This design comes from an exercise in tuning for small area, a short achievable clock period and few clock cycles per item on the open sky130 flow, not from production work. Function was checked by simulation only, so behaviour that the tests miss may differ from the original. Power figures rest on the tool's default switching activity, not on a simulated workload.

Setup of try-pepper:
==> flow/design.v <==
module frame_cipher (
    input  wire        clk,
    input  wire        rst,           
    input  wire        in_valid,
    output wire        in_ready,
    input  wire [63:0] in_raw,
    input  wire [3:0]  in_len,
    output reg         out_valid,
    output wire [1:0]  out_status,    
    output reg         out_bypass,
    output reg         out_marker_ok,
    output reg         out_sum_ok,
    output wire        out_accept,
    output reg  [63:0] out_d,
    output wire [7:0]  out_opcode,
    output wire [15:0] out_value,
    output wire [1:0]  out_kind
);
    localparam [63:0] KEY    = 64'hC4C6C092_4023DC96;    
    localparam [63:0] SUBC   = 64'h844756D6_07939356;    
    localparam [7:0]  MARKER = 8'h0D;
    function [2:0] perm;
        input [2:0] j;
        case (j)
            3'd0: perm = 3'd2;
            3'd1: perm = 3'd4;
            3'd2: perm = 3'd0;
            3'd3: perm = 3'd7;
            3'd4: perm = 3'd1;
            3'd5: perm = 3'd6;
            3'd6: perm = 3'd5;
            default: perm = 3'd3;
        endcase
    endfunction
    function [7:0] lane;
        input [63:0] w;
        input [2:0]  i;
        lane = w[63 - 8*i -: 8];
    endfunction
    reg [63:0] t1;
    integer j;
    always @(*) begin
        for (j = 0; j < 8; j = j + 1)
            t1[63 - 8*j -: 8] = lane(in_raw, perm(j[2:0])) ^ lane(KEY, j[2:0]);
    end
    wire [63:0] t2 = {t1[2:0], t1[63:3]};
    reg [63:0] t3;
    integer i;
    always @(*) begin
        for (i = 0; i < 8; i = i + 1)
            t3[63 - 8*i -: 8] = lane(t2, i[2:0]) - lane(SUBC, i[2:0]);
    end
    wire        bypass = (lane(in_raw, 3'd4) == MARKER);
    wire [63:0] d      = bypass ? in_raw : t3;
    wire marker_ok = bypass | (lane(t2, 3'd4) == 8'h14);
    function sum_is;
        input [7:0] a, b, c, d, k;
        reg   [7:0] s1, c1, x, y, m, cin;
        integer n;
        begin
            s1 = a ^ b ^ c;
            c1 = {(a[6:0] & b[6:0]) | (a[6:0] & c[6:0]) | (b[6:0] & c[6:0]), 1'b0};
            x  = s1 ^ c1 ^ ~d;
            y  = {(s1[6:0] & c1[6:0]) | (s1[6:0] & ~d[6:0]) | (c1[6:0] & ~d[6:0]), 1'b0};
            m  = k - 8'd1;
            cin[0] = 1'b0;
            for (n = 1; n < 8; n = n + 1)
                cin[n] = (x[n-1] ^ y[n-1]) ? ~m[n-1] : (x[n-1] & y[n-1]);
            sum_is = &(~(x ^ y ^ m ^ cin));
        end
    endfunction
    wire sum_ok_plain = sum_is(lane(in_raw, 3'd0), lane(in_raw, 3'd1),
                               lane(in_raw, 3'd2), lane(in_raw, 3'd3), 8'h00);
    wire sum_ok_dec   = sum_is(lane(t2, 3'd0), lane(t2, 3'd1),
                               lane(t2, 3'd2), lane(t2, 3'd3), 8'h4B);
    wire sum_ok = bypass ? sum_ok_plain : sum_ok_dec;
    wire len_ok = (in_len == 4'd8);
    assign in_ready = 1'b1;
    always @(posedge clk) begin
        if (rst)
            out_valid <= 1'b0;
        else
            out_valid <= in_valid;
    end
    reg len_ok_q;
    always @(posedge clk) begin
        len_ok_q      <= len_ok;
        out_bypass    <= bypass;
        out_marker_ok <= marker_ok;
        out_sum_ok    <= sum_ok;
        out_d         <= d;
    end
    assign out_accept = out_marker_ok & out_sum_ok;
    assign out_status = {~len_ok_q, len_ok_q & ~out_accept};
    assign out_opcode = out_d[63:56];
    assign out_value  = out_d[55:40];
    reg [1:0] kind;
    always @(*) begin
        case (out_opcode)
            8'h42:   kind = 2'd0;
            8'h50:   kind = 2'd1;
            8'h41:   kind = 2'd2;
            default: kind = 2'd3;
        endcase
    end
    assign out_kind = kind;
endmodule
clock: 6.0 ns
lec_check: 0
cap_margin: 20
core_margin: 2
core_utilization: 40
setup_slack_margin: 3.3
slew_margin: 20
standard.sh (not shown) runs the stock make flow with config.mk's settings and CLKGATE_MAP_FILE= SYNTH_SCRIPT=/design/flow/synth_recipe.tcl, a recipe that flattens the netlist after the stock synthesis.
==> flow/flow/run.sh <==
#!/bin/bash
# The standard layout, with the port buffers made from a small buffer cell
# instead of the delay buffer buffer_ports picks by default.
set -euo pipefail
bash standard.sh 'BUFFER_PORTS_ARGS=-buffer_cell sky130_fd_sc_hd__buf_1' finish > standard_flow.log 2>&1
Testbench counts of try-pepper, summed over its fixed seeds: cycles 12,008, items 12,000.
Setup changes, try-pepper to try-zinc
==> flow/run.sh (new file) <==
#!/bin/bash
# synth_recipe.tcl (not shown) runs the flow's synth.tcl, then flattens the netlist and writes it again
# the make line also repeats each setting of config.mk as NAME=value (left out here)
make -C /OpenROAD-flow-scripts/flow DESIGN_CONFIG=/design/flow/config.mk WORK_HOME=/design/flow/orfs CLKGATE_MAP_FILE= SYNTH_SCRIPT=/design/flow/synth_recipe.tcl finish
diff --git a/flow/config.mk b/flow/config.mk
--- a/flow/config.mk
+++ b/flow/config.mk
@@ -11 +10,0 @@
-export SETUP_SLACK_MARGIN = 3.3
removed: flow/flow/run.sh
removed: flow/standard.sh
## What came out
Going from try-pepper to try-zinc, post-place setup slack lower; routed wire length went up about 8%.
Part of the total power dissipated in combinational logic: try-zinc vs try-pepper up 2.6 points
Comparing try-zinc and try-pepper, sequential cell area share is lower on try-zinc.
Signed area change from the synthesized netlist to the final layout: try-zinc vs try-pepper up 23 points
try-zinc vs try-pepper: total number of vias up slightly
Cmp try-zinc and try-pepper / total power / lower: try-pepper
Relative to try-zinc, the following input files were edited for try-ember:
==> flow/flow/run.sh (new file) <==
#!/bin/bash
# The standard layout, with the port buffers made from a small buffer cell
# instead of the delay buffer buffer_ports picks by default.
set -euo pipefail
bash standard.sh 'BUFFER_PORTS_ARGS=-buffer_cell sky130_fd_sc_hd__buf_2' finish > standard_flow.log 2>&1
==> flow/standard.sh (new file) <==
#!/bin/bash
# synth_recipe.tcl (not shown) runs the flow's synth.tcl, then flattens the netlist and writes it again
# the make line also repeats each setting of config.mk as NAME=value (left out here)
make -C /OpenROAD-flow-scripts/flow DESIGN_CONFIG=/design/flow/config.mk WORK_HOME=/design/flow/orfs CLKGATE_MAP_FILE= SYNTH_SCRIPT=/design/flow/synth_recipe.tcl "${@:-finish}"
removed: flow/run.sh
Notes after the runs:
try-ember against try-zinc: fmax has increased; post-route core utilization has decreased; wire length per cell has decreased; sum of met2 wire segment lengths after detailed routing has decreased. Source of the critical timing path: in_raw[33] -> try-ember, in_raw[40] -> try-zinc.
--- input diff try-ember..try-willow ---
diff --git a/flow/config.mk b/flow/config.mk
--- a/flow/config.mk
+++ b/flow/config.mk
@@ -10,0 +11 @@
+export SETUP_SLACK_MARGIN = 3.3
==> comparison <==
Compared with try-ember, try-willow improves minimum clock period after layout.
Setup WNS try-ember -> try-willow: better
Of try-ember and try-willow, the run reporting the higher met3 usage in global routing was try-willow.
Relative to try-ember, final design instance area without fill has increased by 2.3% in try-willow.
Delta (try-willow minus try-ember): critical path's largest stage delay went up 60 ps, synthesized netlist net count neither gained nor lost much, multi-input gate area in the final layout grew by about 2.8%.
Compared with try-ember, cell count in try-willow increased slightly.
try-willow: core utilization higher than try-ember

-- afterwards: timing with drivers on the ports --
Ports are ideal in the flow. The routed layouts listed here were re-timed in OpenROAD. Step 1 assumes that a clkbuf_16 drives the clock port and a buf_2 every other input. Step 2 adds t to the input delays and takes it off the output delays; t is the mean of the earliest and latest rising clock arrival at the registers after step 1. Input paths then give back, and output paths get back, about the clock's delay inside the block. Three values: ideal ports, drivers, drivers and shift; two values: the first two.
run | shift t [ns] | setup WS [ns] | hold WS [ns] | worst data-port slew with drivers (ns)
try-pepper | 0.378 | 2.964 / 2.955 / 2.577 | 0.996 / 0.986 / 1.364 | 0.05
try-zinc | 0.370 | 2.364 / 2.373 / 2.003 | 1.375 / 1.364 / 1.734 | 0.05
try-ember | 0.382 | 2.781 / 2.795 / 2.413 | 0.989 / 0.977 / 1.359 | 0.04
try-willow | 0.379 | 2.973 / 2.953 / 2.574 | 0.992 / 0.986 / 1.365 | 0.06
After both steps setup and hold are still met in every run listed. The setup slack of try-willow, which loses most, moves by -0.020 ns with the drivers and by -0.399 ns with both steps.
